Source: an optimization exercise on an open RTL-to-GDS flow. Production flows keep margins and buffers that such runs may drop.
Function was checked by simulation only, so behaviour that the tests miss may differ from the original.

==> design/flow/design.v <==
module xoshiro256p_step (
    input  wire [63:0] s0_i,
    input  wire [63:0] s1_i,
    input  wire [63:0] s2_i,
    input  wire [63:0] s3_i,
    output wire [63:0] s0_o,
    output wire [63:0] s1_o,
    output wire [63:0] s2_o,
    output wire [63:0] s3_o
);
    wire [63:0] t    = s1_i << 17;
    wire [63:0] s2_a = s2_i ^ s0_i;
    wire [63:0] s3_a = s3_i ^ s1_i;
    assign s1_o = s1_i ^ s2_a;
    assign s0_o = s0_i ^ s3_a;
    assign s2_o = s2_a ^ t;
    assign s3_o = {s3_a[18:0], s3_a[63:19]};    
endmodule
module resid_wtab (
    input  wire [5:0]   n_i,
    output reg  [154:0] w_o
);
    always @(*) begin
        case (n_i)
            6'd1: w_o = 155'h000000000000000000000000000000000000000;
            6'd2: w_o = 155'h000000000000000000000000000000000000001;
            6'd3: w_o = 155'h044110441104411044110441104411044110441;
            6'd4: w_o = 155'h000000000000000000000000000000000000041;
            6'd5: w_o = 155'h104119041190411904119041190411904119041;
            6'd6: w_o = 155'h104411044110441104411044110441104411041;
            6'd7: w_o = 155'h048209041208241048209041208241048209041;
            6'd8: w_o = 155'h000000000000000000000000000000000001041;
            6'd9: w_o = 155'h04a74104129d04104a74104129d04104a741041;
            6'd10: w_o = 155'h104641046410464104641046410464104641041;
            6'd11: w_o = 155'h04c33a5454104130ce951504104c33a54541041;
            6'd12: w_o = 155'h110441104411044110441104411044110441041;
            6'd13: w_o = 155'h30c3410413a8a95b0c3410413a8a95b0c341041;
            6'd14: w_o = 155'h208241048209041208241048209041208241041;
            6'd15: w_o = 155'h104141041410414104141041410414104141041;
            6'd16: w_o = 155'h000000000000000000000000000000000041041;
            6'd17: w_o = 155'h35f0410414b5f0410414b5f0410414b5f041041;
            6'd18: w_o = 155'h29d04104a74104129d04104a74104129d041041;
            6'd19: w_o = 155'h2df1925c76c104105456186b7c64971db041041;
            6'd20: w_o = 155'h119041190411904119041190411904119041041;
            6'd21: w_o = 155'h0570410415c10410570410415c1041057041041;
            6'd22: w_o = 155'h30ce951504104c33a5454104130ce9515041041;
            6'd23: w_o = 155'h0db24c104105861b649820820b0c36c93041041;
            6'd24: w_o = 155'h411044110441104411044110441104411041041;
            6'd25: w_o = 155'h61861b8f0410416cecb92635be1861b8f041041;
            6'd26: w_o = 155'h30d04104ea2a56c30d04104ea2a56c30d041041;
            6'd27: w_o = 155'h4ef9d368a2c104105c78d973be74da28b041041;
            6'd28: w_o = 155'h209041208241048209041208241048209041041;
            6'd29: w_o = 155'h10417d97451637d36b9df1c7926786187041041;
            6'd30: w_o = 155'h105041050410504105041050410504105041041;
            6'd31: w_o = 155'h06082083041041820820c104106082083041041;
            6'd32: w_o = 155'h000000000000000000000000000000001041041;
            default: w_o = 155'd0;
        endcase
    end
endmodule
module resid_sum (
    input  wire [30:0]  x_i,
    input  wire [154:0] w_i,
    output wire [9:0]   s_o
);
    wire [154:0] p;
    genvar g;
    generate
        for (g = 0; g < 31; g = g + 1) begin : g_pp
            assign p[g*5 +: 5] = x_i[g] ? w_i[g*5 +: 5] : 5'd0;
        end
    endgenerate
    wire c1 = p[0] ^ p[5] ^ p[10];
    wire c2 = (p[0] & p[5]) | (p[0] & p[10]) | (p[5] & p[10]);
    wire c3 = p[15] ^ p[20] ^ p[25];
    wire c4 = (p[15] & p[20]) | (p[15] & p[25]) | (p[20] & p[25]);
    wire c5 = p[30] ^ p[35] ^ p[40];
    wire c6 = (p[30] & p[35]) | (p[30] & p[40]) | (p[35] & p[40]);
    wire c7 = p[45] ^ p[50] ^ p[55];
    wire c8 = (p[45] & p[50]) | (p[45] & p[55]) | (p[50] & p[55]);
    wire c9 = p[60] ^ p[65] ^ p[70];
    wire c10 = (p[60] & p[65]) | (p[60] & p[70]) | (p[65] & p[70]);
    wire c11 = p[75] ^ p[80] ^ p[85];
    wire c12 = (p[75] & p[80]) | (p[75] & p[85]) | (p[80] & p[85]);
    wire c13 = p[90] ^ p[95] ^ p[100];
    wire c14 = (p[90] & p[95]) | (p[90] & p[100]) | (p[95] & p[100]);
    wire c15 = p[105] ^ p[110] ^ p[115];
    wire c16 = (p[105] & p[110]) | (p[105] & p[115]) | (p[110] & p[115]);
    wire c17 = p[120] ^ p[125] ^ p[130];
    wire c18 = (p[120] & p[125]) | (p[120] & p[130]) | (p[125] & p[130]);
    wire c19 = p[135] ^ p[140] ^ p[145];
    wire c20 = (p[135] & p[140]) | (p[135] & p[145]) | (p[140] & p[145]);
    wire c21 = p[150] ^ c1 ^ c3;
    wire c22 = (p[150] & c1) | (p[150] & c3) | (c1 & c3);
    wire c23 = c5 ^ c7 ^ c9;
    wire c24 = (c5 & c7) | (c5 & c9) | (c7 & c9);
    wire c25 = c11 ^ c13 ^ c15;
    wire c26 = (c11 & c13) | (c11 & c15) | (c13 & c15);
    wire c27 = c17 ^ c19 ^ c21;
    wire c28 = (c17 & c19) | (c17 & c21) | (c19 & c21);
    wire c29 = c23 ^ c25 ^ c27;
    wire c30 = (c23 & c25) | (c23 & c27) | (c25 & c27);
    wire c31 = p[1] ^ p[6] ^ p[11];
    wire c32 = (p[1] & p[6]) | (p[1] & p[11]) | (p[6] & p[11]);
    wire c33 = p[16] ^ p[21] ^ p[26];
    wire c34 = (p[16] & p[21]) | (p[16] & p[26]) | (p[21] & p[26]);
    wire c35 = p[31] ^ p[36] ^ p[41];
    wire c36 = (p[31] & p[36]) | (p[31] & p[41]) | (p[36] & p[41]);
    wire c37 = p[46] ^ p[51] ^ p[56];
    wire c38 = (p[46] & p[51]) | (p[46] & p[56]) | (p[51] & p[56]);
    wire c39 = p[61] ^ p[66] ^ p[71];
    wire c40 = (p[61] & p[66]) | (p[61] & p[71]) | (p[66] & p[71]);
    wire c41 = p[76] ^ p[81] ^ p[86];
    wire c42 = (p[76] & p[81]) | (p[76] & p[86]) | (p[81] & p[86]);
    wire c43 = p[91] ^ p[96] ^ p[101];
    wire c44 = (p[91] & p[96]) | (p[91] & p[101]) | (p[96] & p[101]);
    wire c45 = p[106] ^ p[111] ^ p[116];
    wire c46 = (p[106] & p[111]) | (p[106] & p[116]) | (p[111] & p[116]);
    wire c47 = p[121] ^ p[126] ^ p[131];
    wire c48 = (p[121] & p[126]) | (p[121] & p[131]) | (p[126] & p[131]);
    wire c49 = p[136] ^ p[141] ^ p[146];
    wire c50 = (p[136] & p[141]) | (p[136] & p[146]) | (p[141] & p[146]);
    wire c51 = p[151] ^ c2 ^ c4;
    wire c52 = (p[151] & c2) | (p[151] & c4) | (c2 & c4);
    wire c53 = c6 ^ c8 ^ c10;
    wire c54 = (c6 & c8) | (c6 & c10) | (c8 & c10);
    wire c55 = c12 ^ c14 ^ c16;
    wire c56 = (c12 & c14) | (c12 & c16) | (c14 & c16);
    wire c57 = c18 ^ c20 ^ c22;
    wire c58 = (c18 & c20) | (c18 & c22) | (c20 & c22);
    wire c59 = c24 ^ c26 ^ c28;
    wire c60 = (c24 & c26) | (c24 & c28) | (c26 & c28);
    wire c61 = c30 ^ c31 ^ c33;
    wire c62 = (c30 & c31) | (c30 & c33) | (c31 & c33);
    wire c63 = c35 ^ c37 ^ c39;
    wire c64 = (c35 & c37) | (c35 & c39) | (c37 & c39);
    wire c65 = c41 ^ c43 ^ c45;
    wire c66 = (c41 & c43) | (c41 & c45) | (c43 & c45);
    wire c67 = c47 ^ c49 ^ c51;
    wire c68 = (c47 & c49) | (c47 & c51) | (c49 & c51);
    wire c69 = c53 ^ c55 ^ c57;
    wire c70 = (c53 & c55) | (c53 & c57) | (c55 & c57);
    wire c71 = c59 ^ c61 ^ c63;
    wire c72 = (c59 & c61) | (c59 & c63) | (c61 & c63);
    wire c73 = c65 ^ c67 ^ c69;
    wire c74 = (c65 & c67) | (c65 & c69) | (c67 & c69);
    wire c75 = p[2] ^ p[7] ^ p[12];
    wire c76 = (p[2] & p[7]) | (p[2] & p[12]) | (p[7] & p[12]);
    wire c77 = p[17] ^ p[22] ^ p[27];
    wire c78 = (p[17] & p[22]) | (p[17] & p[27]) | (p[22] & p[27]);
    wire c79 = p[32] ^ p[37] ^ p[42];
    wire c80 = (p[32] & p[37]) | (p[32] & p[42]) | (p[37] & p[42]);
    wire c81 = p[47] ^ p[52] ^ p[57];
    wire c82 = (p[47] & p[52]) | (p[47] & p[57]) | (p[52] & p[57]);
    wire c83 = p[62] ^ p[67] ^ p[72];
    wire c84 = (p[62] & p[67]) | (p[62] & p[72]) | (p[67] & p[72]);
    wire c85 = p[77] ^ p[82] ^ p[87];
    wire c86 = (p[77] & p[82]) | (p[77] & p[87]) | (p[82] & p[87]);
    wire c87 = p[92] ^ p[97] ^ p[102];
    wire c88 = (p[92] & p[97]) | (p[92] & p[102]) | (p[97] & p[102]);
    wire c89 = p[107] ^ p[112] ^ p[117];
    wire c90 = (p[107] & p[112]) | (p[107] & p[117]) | (p[112] & p[117]);
    wire c91 = p[122] ^ p[127] ^ p[132];
    wire c92 = (p[122] & p[127]) | (p[122] & p[132]) | (p[127] & p[132]);
    wire c93 = p[137] ^ p[142] ^ p[147];
    wire c94 = (p[137] & p[142]) | (p[137] & p[147]) | (p[142] & p[147]);
    wire c95 = p[152] ^ c32 ^ c34;
    wire c96 = (p[152] & c32) | (p[152] & c34) | (c32 & c34);
    wire c97 = c36 ^ c38 ^ c40;
    wire c98 = (c36 & c38) | (c36 & c40) | (c38 & c40);
    wire c99 = c42 ^ c44 ^ c46;
    wire c100 = (c42 & c44) | (c42 & c46) | (c44 & c46);
    wire c101 = c48 ^ c50 ^ c52;
    wire c102 = (c48 & c50) | (c48 & c52) | (c50 & c52);
    wire c103 = c54 ^ c56 ^ c58;
    wire c104 = (c54 & c56) | (c54 & c58) | (c56 & c58);
    wire c105 = c60 ^ c62 ^ c64;
    wire c106 = (c60 & c62) | (c60 & c64) | (c62 & c64);
    wire c107 = c66 ^ c68 ^ c70;
    wire c108 = (c66 & c68) | (c66 & c70) | (c68 & c70);
    wire c109 = c72 ^ c74 ^ c75;
    wire c110 = (c72 & c74) | (c72 & c75) | (c74 & c75);
    wire c111 = c77 ^ c79 ^ c81;
    wire c112 = (c77 & c79) | (c77 & c81) | (c79 & c81);
    wire c113 = c83 ^ c85 ^ c87;
    wire c114 = (c83 & c85) | (c83 & c87) | (c85 & c87);
    wire c115 = c89 ^ c91 ^ c93;
    wire c116 = (c89 & c91) | (c89 & c93) | (c91 & c93);
    wire c117 = c95 ^ c97 ^ c99;
    wire c118 = (c95 & c97) | (c95 & c99) | (c97 & c99);
    wire c119 = c101 ^ c103 ^ c105;
    wire c120 = (c101 & c103) | (c101 & c105) | (c103 & c105);
    wire c121 = c107 ^ c109 ^ c111;
    wire c122 = (c107 & c109) | (c107 & c111) | (c109 & c111);
    wire c123 = c113 ^ c115 ^ c117;
    wire c124 = (c113 & c115) | (c113 & c117) | (c115 & c117);
    wire c125 = c119 ^ c121 ^ c123;
    wire c126 = (c119 & c121) | (c119 & c123) | (c121 & c123);
    wire c127 = p[3] ^ p[8] ^ p[13];
    wire c128 = (p[3] & p[8]) | (p[3] & p[13]) | (p[8] & p[13]);
    wire c129 = p[18] ^ p[23] ^ p[28];
    wire c130 = (p[18] & p[23]) | (p[18] & p[28]) | (p[23] & p[28]);
    wire c131 = p[33] ^ p[38] ^ p[43];
    wire c132 = (p[33] & p[38]) | (p[33] & p[43]) | (p[38] & p[43]);
    wire c133 = p[48] ^ p[53] ^ p[58];
    wire c134 = (p[48] & p[53]) | (p[48] & p[58]) | (p[53] & p[58]);
    wire c135 = p[63] ^ p[68] ^ p[73];
    wire c136 = (p[63] & p[68]) | (p[63] & p[73]) | (p[68] & p[73]);
    wire c137 = p[78] ^ p[83] ^ p[88];
    wire c138 = (p[78] & p[83]) | (p[78] & p[88]) | (p[83] & p[88]);
    wire c139 = p[93] ^ p[98] ^ p[103];
    wire c140 = (p[93] & p[98]) | (p[93] & p[103]) | (p[98] & p[103]);
    wire c141 = p[108] ^ p[113] ^ p[118];
    wire c142 = (p[108] & p[113]) | (p[108] & p[118]) | (p[113] & p[118]);
    wire c143 = p[123] ^ p[128] ^ p[133];
    wire c144 = (p[123] & p[128]) | (p[123] & p[133]) | (p[128] & p[133]);
    wire c145 = p[138] ^ p[143] ^ p[148];
    wire c146 = (p[138] & p[143]) | (p[138] & p[148]) | (p[143] & p[148]);
    wire c147 = p[153] ^ c76 ^ c78;
    wire c148 = (p[153] & c76) | (p[153] & c78) | (c76 & c78);
    wire c149 = c80 ^ c82 ^ c84;
    wire c150 = (c80 & c82) | (c80 & c84) | (c82 & c84);
    wire c151 = c86 ^ c88 ^ c90;
    wire c152 = (c86 & c88) | (c86 & c90) | (c88 & c90);
    wire c153 = c92 ^ c94 ^ c96;
    wire c154 = (c92 & c94) | (c92 & c96) | (c94 & c96);
    wire c155 = c98 ^ c100 ^ c102;
    wire c156 = (c98 & c100) | (c98 & c102) | (c100 & c102);
    wire c157 = c104 ^ c106 ^ c108;
    wire c158 = (c104 & c106) | (c104 & c108) | (c106 & c108);
    wire c159 = c110 ^ c112 ^ c114;
    wire c160 = (c110 & c112) | (c110 & c114) | (c112 & c114);
    wire c161 = c116 ^ c118 ^ c120;
    wire c162 = (c116 & c118) | (c116 & c120) | (c118 & c120);
    wire c163 = c122 ^ c124 ^ c126;
    wire c164 = (c122 & c124) | (c122 & c126) | (c124 & c126);
    wire c165 = c127 ^ c129 ^ c131;
    wire c166 = (c127 & c129) | (c127 & c131) | (c129 & c131);
    wire c167 = c133 ^ c135 ^ c137;
    wire c168 = (c133 & c135) | (c133 & c137) | (c135 & c137);
    wire c169 = c139 ^ c141 ^ c143;
    wire c170 = (c139 & c141) | (c139 & c143) | (c141 & c143);
    wire c171 = c145 ^ c147 ^ c149;
    wire c172 = (c145 & c147) | (c145 & c149) | (c147 & c149);
    wire c173 = c151 ^ c153 ^ c155;
    wire c174 = (c151 & c153) | (c151 & c155) | (c153 & c155);
    wire c175 = c157 ^ c159 ^ c161;
    wire c176 = (c157 & c159) | (c157 & c161) | (c159 & c161);
    wire c177 = c163 ^ c165 ^ c167;
    wire c178 = (c163 & c165) | (c163 & c167) | (c165 & c167);
    wire c179 = c169 ^ c171 ^ c173;
    wire c180 = (c169 & c171) | (c169 & c173) | (c171 & c173);
    wire c181 = c175 ^ c177 ^ c179;
    wire c182 = (c175 & c177) | (c175 & c179) | (c177 & c179);
    wire c183 = p[4] ^ p[9] ^ p[14];
    wire c184 = (p[4] & p[9]) | (p[4] & p[14]) | (p[9] & p[14]);
    wire c185 = p[19] ^ p[24] ^ p[29];
    wire c186 = (p[19] & p[24]) | (p[19] & p[29]) | (p[24] & p[29]);
    wire c187 = p[34] ^ p[39] ^ p[44];
    wire c188 = (p[34] & p[39]) | (p[34] & p[44]) | (p[39] & p[44]);
    wire c189 = p[49] ^ p[54] ^ p[59];
    wire c190 = (p[49] & p[54]) | (p[49] & p[59]) | (p[54] & p[59]);
    wire c191 = p[64] ^ p[69] ^ p[74];
    wire c192 = (p[64] & p[69]) | (p[64] & p[74]) | (p[69] & p[74]);
    wire c193 = p[79] ^ p[84] ^ p[89];
    wire c194 = (p[79] & p[84]) | (p[79] & p[89]) | (p[84] & p[89]);
    wire c195 = p[94] ^ p[99] ^ p[104];
    wire c196 = (p[94] & p[99]) | (p[94] & p[104]) | (p[99] & p[104]);
    wire c197 = p[109] ^ p[114] ^ p[119];
    wire c198 = (p[109] & p[114]) | (p[109] & p[119]) | (p[114] & p[119]);
    wire c199 = p[124] ^ p[129] ^ p[134];
    wire c200 = (p[124] & p[129]) | (p[124] & p[134]) | (p[129] & p[134]);
    wire c201 = p[139] ^ p[144] ^ p[149];
    wire c202 = (p[139] & p[144]) | (p[139] & p[149]) | (p[144] & p[149]);
    wire c203 = p[154] ^ c128 ^ c130;
    wire c204 = (p[154] & c128) | (p[154] & c130) | (c128 & c130);
    wire c205 = c132 ^ c134 ^ c136;
    wire c206 = (c132 & c134) | (c132 & c136) | (c134 & c136);
    wire c207 = c138 ^ c140 ^ c142;
    wire c208 = (c138 & c140) | (c138 & c142) | (c140 & c142);
    wire c209 = c144 ^ c146 ^ c148;
    wire c210 = (c144 & c146) | (c144 & c148) | (c146 & c148);
    wire c211 = c150 ^ c152 ^ c154;
    wire c212 = (c150 & c152) | (c150 & c154) | (c152 & c154);
    wire c213 = c156 ^ c158 ^ c160;
    wire c214 = (c156 & c158) | (c156 & c160) | (c158 & c160);
    wire c215 = c162 ^ c164 ^ c166;
    wire c216 = (c162 & c164) | (c162 & c166) | (c164 & c166);
    wire c217 = c168 ^ c170 ^ c172;
    wire c218 = (c168 & c170) | (c168 & c172) | (c170 & c172);
    wire c219 = c174 ^ c176 ^ c178;
    wire c220 = (c174 & c176) | (c174 & c178) | (c176 & c178);
    wire c221 = c180 ^ c182 ^ c183;
    wire c222 = (c180 & c182) | (c180 & c183) | (c182 & c183);
    wire c223 = c185 ^ c187 ^ c189;
    wire c224 = (c185 & c187) | (c185 & c189) | (c187 & c189);
    wire c225 = c191 ^ c193 ^ c195;
    wire c226 = (c191 & c193) | (c191 & c195) | (c193 & c195);
    wire c227 = c197 ^ c199 ^ c201;
    wire c228 = (c197 & c199) | (c197 & c201) | (c199 & c201);
    wire c229 = c203 ^ c205 ^ c207;
    wire c230 = (c203 & c205) | (c203 & c207) | (c205 & c207);
    wire c231 = c209 ^ c211 ^ c213;
    wire c232 = (c209 & c211) | (c209 & c213) | (c211 & c213);
    wire c233 = c215 ^ c217 ^ c219;
    wire c234 = (c215 & c217) | (c215 & c219) | (c217 & c219);
    wire c235 = c221 ^ c223 ^ c225;
    wire c236 = (c221 & c223) | (c221 & c225) | (c223 & c225);
    wire c237 = c227 ^ c229 ^ c231;
    wire c238 = (c227 & c229) | (c227 & c231) | (c229 & c231);
    wire c239 = c233 ^ c235 ^ c237;
    wire c240 = (c233 & c235) | (c233 & c237) | (c235 & c237);
    wire c241 = c184 ^ c186 ^ c188;
    wire c242 = (c184 & c186) | (c184 & c188) | (c186 & c188);
    wire c243 = c190 ^ c192 ^ c194;
    wire c244 = (c190 & c192) | (c190 & c194) | (c192 & c194);
    wire c245 = c196 ^ c198 ^ c200;
    wire c246 = (c196 & c198) | (c196 & c200) | (c198 & c200);
    wire c247 = c202 ^ c204 ^ c206;
    wire c248 = (c202 & c204) | (c202 & c206) | (c204 & c206);
    wire c249 = c208 ^ c210 ^ c212;
    wire c250 = (c208 & c210) | (c208 & c212) | (c210 & c212);
    wire c251 = c214 ^ c216 ^ c218;
    wire c252 = (c214 & c216) | (c214 & c218) | (c216 & c218);
    wire c253 = c220 ^ c222 ^ c224;
    wire c254 = (c220 & c222) | (c220 & c224) | (c222 & c224);
    wire c255 = c226 ^ c228 ^ c230;
    wire c256 = (c226 & c228) | (c226 & c230) | (c228 & c230);
    wire c257 = c232 ^ c234 ^ c236;
    wire c258 = (c232 & c234) | (c232 & c236) | (c234 & c236);
    wire c259 = c238 ^ c240 ^ c241;
    wire c260 = (c238 & c240) | (c238 & c241) | (c240 & c241);
    wire c261 = c243 ^ c245 ^ c247;
    wire c262 = (c243 & c245) | (c243 & c247) | (c245 & c247);
    wire c263 = c249 ^ c251 ^ c253;
    wire c264 = (c249 & c251) | (c249 & c253) | (c251 & c253);
    wire c265 = c255 ^ c257 ^ c259;
    wire c266 = (c255 & c257) | (c255 & c259) | (c257 & c259);
    wire c267 = c261 ^ c263 ^ c265;
    wire c268 = (c261 & c263) | (c261 & c265) | (c263 & c265);
    wire c269 = c242 ^ c244 ^ c246;
    wire c270 = (c242 & c244) | (c242 & c246) | (c244 & c246);
    wire c271 = c248 ^ c250 ^ c252;
    wire c272 = (c248 & c250) | (c248 & c252) | (c250 & c252);
    wire c273 = c254 ^ c256 ^ c258;
    wire c274 = (c254 & c256) | (c254 & c258) | (c256 & c258);
    wire c275 = c260 ^ c262 ^ c264;
    wire c276 = (c260 & c262) | (c260 & c264) | (c262 & c264);
    wire c277 = c266 ^ c268 ^ c269;
    wire c278 = (c266 & c268) | (c266 & c269) | (c268 & c269);
    wire c279 = c271 ^ c273 ^ c275;
    wire c280 = (c271 & c273) | (c271 & c275) | (c273 & c275);
    wire c281 = c270 ^ c272 ^ c274;
    wire c282 = (c270 & c272) | (c270 & c274) | (c272 & c274);
    wire c283 = c276 ^ c278 ^ c280;
    wire c284 = (c276 & c278) | (c276 & c280) | (c278 & c280);
    wire [9:0] sa = {1'b0, c282, c281, c277, c267, c239, c181, c125, c71, c29};
    wire [9:0] sb = {1'b0, c284, c283, c279, 1'b0, 1'b0, 1'b0, 1'b0, c73, 1'b0};
    assign s_o = sa + sb;
endmodule
module lzc64 (
    input  wire [63:0] x_i,
    output reg  [6:0]  n_o
);
    integer i;
    always @(*) begin
        n_o = 7'd64;
        for (i = 0; i < 64; i = i + 1)
            if (x_i[i])
                n_o = 7'd63 - i[6:0];
    end
endmodule
module xoshiro_pow (
    input  wire        clk,
    input  wire        rst,       
    input  wire        req,
    input  wire        we,
    input  wire [7:0]  addr,      
    input  wire [1:0]  size,      
    input  wire [31:0] wdata,
    output reg         rvalid,
    output reg  [31:0] rdata,
    output reg         err,
    output wire        done_o
);
    localparam BUF_WORDS = 32;                        
    localparam K  = 16;                               
    localparam LK = 4;                                
    localparam NB = 1024 / K;                         
    localparam [63:0] SEED_INIT = 64'h001ED8B55FAC9DEC;
    localparam [63:0] SEED_ONE  = 64'h2FD89DDCD351E3DC;   
    localparam [31:0] BD_NEG = 32'h05A8082C;
    localparam [31:0] BD_ONE = 32'h414EF42F;
    localparam [31:0] BD_TWO = 32'h0EB00A10;
    localparam [1:0] S_IDLE = 2'd0, S_PREP = 2'd1, S_RUN = 2'd2, S_FOUND = 2'd3;
    localparam [3:0] CMD_NOP = 4'h0, CMD_START = 4'h1, CMD_ABORT = 4'h2, CMD_CLRERR = 4'h3;
    localparam [3:0] E_NONE = 4'h0, E_BAD_CMD = 4'h1, E_BUSY_START = 4'h2,
                     E_BAD_BUF_LEN = 4'h3, E_BUS_ERR = 4'h4;
    reg [7:0]  diff_reg;
    reg [31:0] buflen_reg;
    reg [31:0] digest [0:7];
    reg [3:0]  err_reg;
    reg [1:0]  state;
    reg [63:0] lh [0:3];
    reg [7:0]  diff_l;
    reg [5:0]  n_l;
    reg [6:0]  cyc;           
    reg [63:0] s0, s1, s2, s3;    
    reg [63:0] seed_a;        
    reg [63:0] seed_b;        
    reg [63:0] prod;          
    reg [5:0]  mcnt;
    reg [31:0] nonce_b;       
    reg        ref_valid;     
    reg [31:0] par_main;      
    reg [31:0] par_ref;       
    reg [63:0] r0, r1, r2, r3;    
    reg [63:0] acc;           
    wire busy  = (state == S_PREP) || (state == S_RUN);
    wire found = (state == S_FOUND);
    wire run   = (state == S_RUN);
    assign done_o = found;
    wire        acc_ok  = (size == 2'd2) && (addr[1:0] == 2'b00);
    wire [5:0]  reg_idx = addr[7:2];
    wire [3:0]  cmd     = wdata[3:0];
    wire        wr_ctrl = req && we && acc_ok && (reg_idx == 6'h00);
    wire        buflen_ok = (buflen_reg != 32'd0) && (buflen_reg <= BUF_WORDS);
    wire        start_ok  = wr_ctrl && (cmd == CMD_START) && !busy && buflen_ok;
    wire        abort     = wr_ctrl && (cmd == CMD_ABORT);
    reg [3:0]  raise;    
    always @(*) begin
        raise = E_NONE;
        if (req) begin
            if (!acc_ok)
                raise = E_BUS_ERR;
            else if (wr_ctrl) begin
                if (cmd >= 4'h4)
                    raise = E_BAD_CMD;
                else if (cmd == CMD_START) begin
                    if (busy)
                        raise = E_BUSY_START;
                    else if (!buflen_ok)
                        raise = E_BAD_BUF_LEN;
                end
            end
        end
    end
    wire [3:0] phase_rd = found ? 4'h8 : (busy ? 4'h5 : 4'h0);
    reg [31:0] rd_val;
    always @(*) begin
        case (reg_idx)
            6'h01: rd_val = {20'd0, err_reg, phase_rd, 2'b00, found, busy};
            6'h02: rd_val = {24'd0, diff_reg};
            6'h03: rd_val = buflen_reg;
            6'h04: rd_val = digest[0];
            6'h05: rd_val = digest[1];
            6'h06: rd_val = digest[2];
            6'h07: rd_val = digest[3];
            6'h08: rd_val = digest[4];
            6'h09: rd_val = digest[5];
            6'h0A: rd_val = digest[6];
            6'h0B: rd_val = digest[7];
            6'h0C: rd_val = nonce_b;
            6'h0D: rd_val = BUF_WORDS;
            6'h0E: rd_val = acc[31:0];
            6'h0F: rd_val = acc[63:32];
            6'h10: rd_val = seed_b[31:0];
            6'h11: rd_val = seed_b[63:32];
            default: rd_val = 32'd0;
        endcase
    end
    always @(posedge clk) begin
        if (rst) begin
            rvalid <= 1'b0;
            rdata  <= 32'd0;
            err    <= 1'b0;
        end else begin
            rvalid <= req;
            err    <= req && !acc_ok;
            rdata  <= (req && !we && acc_ok) ? rd_val : 32'd0;
        end
    end
    integer k;
    always @(posedge clk) begin
        if (rst) begin
            diff_reg   <= 8'd12;
            buflen_reg <= BUF_WORDS;
            for (k = 0; k < 8; k = k + 1)
                digest[k] <= 32'd0;
            err_reg    <= E_NONE;
        end else begin
            if (req && we && acc_ok) begin
                case (reg_idx)
                    6'h02: diff_reg   <= wdata[7:0];
                    6'h03: buflen_reg <= wdata;
                    6'h04: digest[0]  <= wdata;
                    6'h05: digest[1]  <= wdata;
                    6'h06: digest[2]  <= wdata;
                    6'h07: digest[3]  <= wdata;
                    6'h08: digest[4]  <= wdata;
                    6'h09: digest[5]  <= wdata;
                    6'h0A: digest[6]  <= wdata;
                    6'h0B: digest[7]  <= wdata;
                    default: ;
                endcase
            end
            if (wr_ctrl && cmd == CMD_CLRERR)
                err_reg <= E_NONE;
            else if (raise != E_NONE && err_reg == E_NONE)
                err_reg <= raise;
        end
    end
    wire [63:0] c0 [0:K];
    wire [63:0] c1 [0:K];
    wire [63:0] c2 [0:K];
    wire [63:0] c3 [0:K];
    assign c0[0] = s0;
    assign c1[0] = s1;
    assign c2[0] = s2;
    assign c3[0] = s3;
    wire [154:0] wts;
    resid_wtab u_wtab (.n_i(n_l), .w_o(wts));
    wire [1:0]  blk0 = n_l[5:LK];         
    wire [3:0]  offs = n_l[LK-1:0];       
    wire        cyc_first = (cyc == {5'd0, blk0});
    wire        cyc_mid   = (cyc > {5'd0, blk0}) && (cyc < {5'd0, blk0} + NB);
    wire        cyc_tail  = (cyc == {5'd0, blk0} + NB);
    wire        last      = (offs == 4'd0) ? (cyc == {5'd0, blk0} + NB - 1) : cyc_tail;
    reg [9:0]  sA [0:K-1];
    reg [K-1:0] vA;
    genvar p;
    generate
        for (p = 0; p < K; p = p + 1) begin : g_pos
            xoshiro256p_step u_step (
                .s0_i(c0[p]), .s1_i(c1[p]), .s2_i(c2[p]), .s3_i(c3[p]),
                .s0_o(c0[p+1]), .s1_o(c1[p+1]), .s2_o(c2[p+1]), .s3_o(c3[p+1])
            );
            wire [30:0] x = c0[p][30:0] + c3[p][30:0];
            wire [9:0]  s;
            resid_sum u_sum (.x_i(x), .w_i(wts), .s_o(s));
            wire v = run && (cyc_mid || (cyc_first && (p >= offs)) || (cyc_tail && (p < offs)));
            always @(posedge clk) begin
                sA[p]    <= s;
                vA[p]    <= v;
            end
        end
    endgenerate
    function [4:0] reduce;
        input [9:0] s;
        input [5:0] n;
        reg   [9:0] t;
        begin
            t = s;
            if (t >= {n, 4'b0}) t = t - {n, 4'b0};
            if (t >= {1'b0, n, 3'b0}) t = t - {1'b0, n, 3'b0};
            if (t >= {2'b0, n, 2'b0}) t = t - {2'b0, n, 2'b0};
            if (t >= {3'b0, n, 1'b0}) t = t - {3'b0, n, 1'b0};
            if (t >= {4'b0, n}) t = t - {4'b0, n};
            reduce = t[4:0];
        end
    endfunction
    reg [31:0] picks;
    integer q;
    always @(*) begin
        picks = 32'd0;
        for (q = 0; q < K; q = q + 1)
            if (vA[q])
                picks = picks ^ (32'd1 << reduce(sA[q], n_l));
    end
    wire [63:0] r0_n, r1_n, r2_n, r3_n;
    xoshiro256p_step u_ref (
        .s0_i(r0), .s1_i(r1), .s2_i(r2), .s3_i(r3),
        .s0_o(r0_n), .s1_o(r1_n), .s2_o(r2_n), .s3_o(r3_n)
    );
    wire [63:0] ref_r    = r0 + r3;
    wire        ref_act  = run && ref_valid && (cyc != 7'd0) && (cyc <= {1'b0, n_l});
    wire        ref_last = ref_act && (cyc == {1'b0, n_l});
    wire [63:0] acc_n    = acc ^ (par_ref[0] ? ref_r : 64'd0);
    wire [63:0] dmask = ~(64'hFFFF_FFFF_FFFF_FFFF >> diff_l[6:0]);
    wire        pass  = (diff_l <= 8'd64) && ((acc_n & dmask) == 64'd0);
    wire        hit   = ref_last && pass;
    wire [4:0]  dig  = 5'd31 - mcnt[4:0];
    wire [63:0] mop  = (BD_ONE[dig] ? seed_a : 64'd0) | (BD_TWO[dig] ? {seed_a[62:0], 1'b0} : 64'd0);
    wire [63:0] prod_n = {prod[61:0], 2'b00} + (BD_NEG[dig] ? ~mop : mop) + {63'd0, BD_NEG[dig]};
    wire bnd = (state == S_PREP) || (run && last);    
    always @(posedge clk) begin
        if (rst) begin
            state   <= S_IDLE;
            seed_b  <= SEED_INIT;
            nonce_b <= 32'd0;
            acc     <= 64'd0;
        end else if (start_ok) begin
            lh[0]     <= {digest[0], digest[1]};
            lh[1]     <= {digest[2], digest[3]};
            lh[2]     <= {digest[4], digest[5]};
            lh[3]     <= {digest[6], digest[7]};
            diff_l    <= diff_reg;
            n_l       <= buflen_reg[5:0];
            prod      <= SEED_ONE;
            nonce_b   <= 32'd0;
            ref_valid <= 1'b0;
            state     <= S_PREP;
        end else if (abort) begin
            state     <= S_IDLE;
        end else if (busy) begin
            if (hit) begin
                state <= S_FOUND;
                acc   <= acc_n;
            end else begin
                if (bnd) begin
                    s0      <= lh[0] ^ prod;
                    s1      <= lh[1] ^ prod;
                    s2      <= lh[2] ^ prod;
                    s3      <= lh[3] ^ prod;
                    seed_a  <= prod;
                    seed_b  <= seed_a;
                    prod    <= 64'd0;
                    mcnt    <= 6'd0;
                    cyc     <= 7'd0;
                    if (run && ref_valid)
                        nonce_b <= nonce_b + 32'd1;
                    ref_valid <= run;
                    state   <= S_RUN;
                end else begin
                    s0      <= c0[K];
                    s1      <= c1[K];
                    s2      <= c2[K];
                    s3      <= c3[K];
                    cyc     <= cyc + 7'd1;
                    if (!mcnt[5]) begin
                        prod <= prod_n;
                        mcnt <= mcnt + 6'd1;
                    end
                end
                if (run && cyc == 7'd0) begin
                    par_ref  <= par_main ^ picks;
                    par_main <= 32'd1;            
                    r0       <= lh[0] ^ seed_b;
                    r1       <= lh[1] ^ seed_b;
                    r2       <= lh[2] ^ seed_b;
                    r3       <= lh[3] ^ seed_b;
                    acc      <= 64'd0;
                end else begin
                    par_main <= par_main ^ picks;
                    if (ref_act) begin
                        par_ref <= {1'b0, par_ref[31:1]};
                        r0      <= r0_n;
                        r1      <= r1_n;
                        r2      <= r2_n;
                        r3      <= r3_n;
                        acc     <= acc_n;
                    end
                end
            end
        end
    end
endmodule
==> design/flow/run.sh <==
#!/bin/bash
# synth_recipe.tcl (not shown) runs the flow's synth.tcl, then flattens the netlist and writes it again
# the make line also repeats each setting of config.mk as NAME=value (left out here)
make -C /OpenROAD-flow-scripts/flow DESIGN_CONFIG=/design/flow/config.mk WORK_HOME=/design/flow/orfs CLKGATE_MAP_FILE= SYNTH_SCRIPT=/design/flow/synth_recipe.tcl finish
==> design/flow/config.mk <==
export PLATFORM = sky130hd
export DESIGN_NAME = xoshiro_pow
export DESIGN_NICKNAME = xoshiro_pow
export VERILOG_FILES = /design/flow/design.v
export SDC_FILE = /design/flow/constraint.sdc
export NUM_CORES = 4
export LEC_CHECK = 0
export CAP_MARGIN = 20
export CORE_MARGIN = 2
export CORE_UTILIZATION = 30
export PLACE_DENSITY = 0.55
export SETUP_SLACK_MARGIN = 3
export SLEW_MARGIN = 20
==> design/flow/constraint.sdc <==
create_clock -name core_clock -period 75.0 [get_ports {clk}]
set_input_delay 15.0000 -clock core_clock [delete_from_list [all_inputs] [get_ports {clk}]]
set_output_delay 15.0000 -clock core_clock [all_outputs]
set_load 0.01 [all_outputs]
==> metrics.log <==
[metrics] number of warnings printed during yosys synthesis: 8
[metrics] error that halted the flow: ERROR: TCL interpreter returned an error: Source files actually used in the design:
[metrics] Fail Step: synthesis (1_2_yosys)
[metrics] result of the run: aborted with a tool error
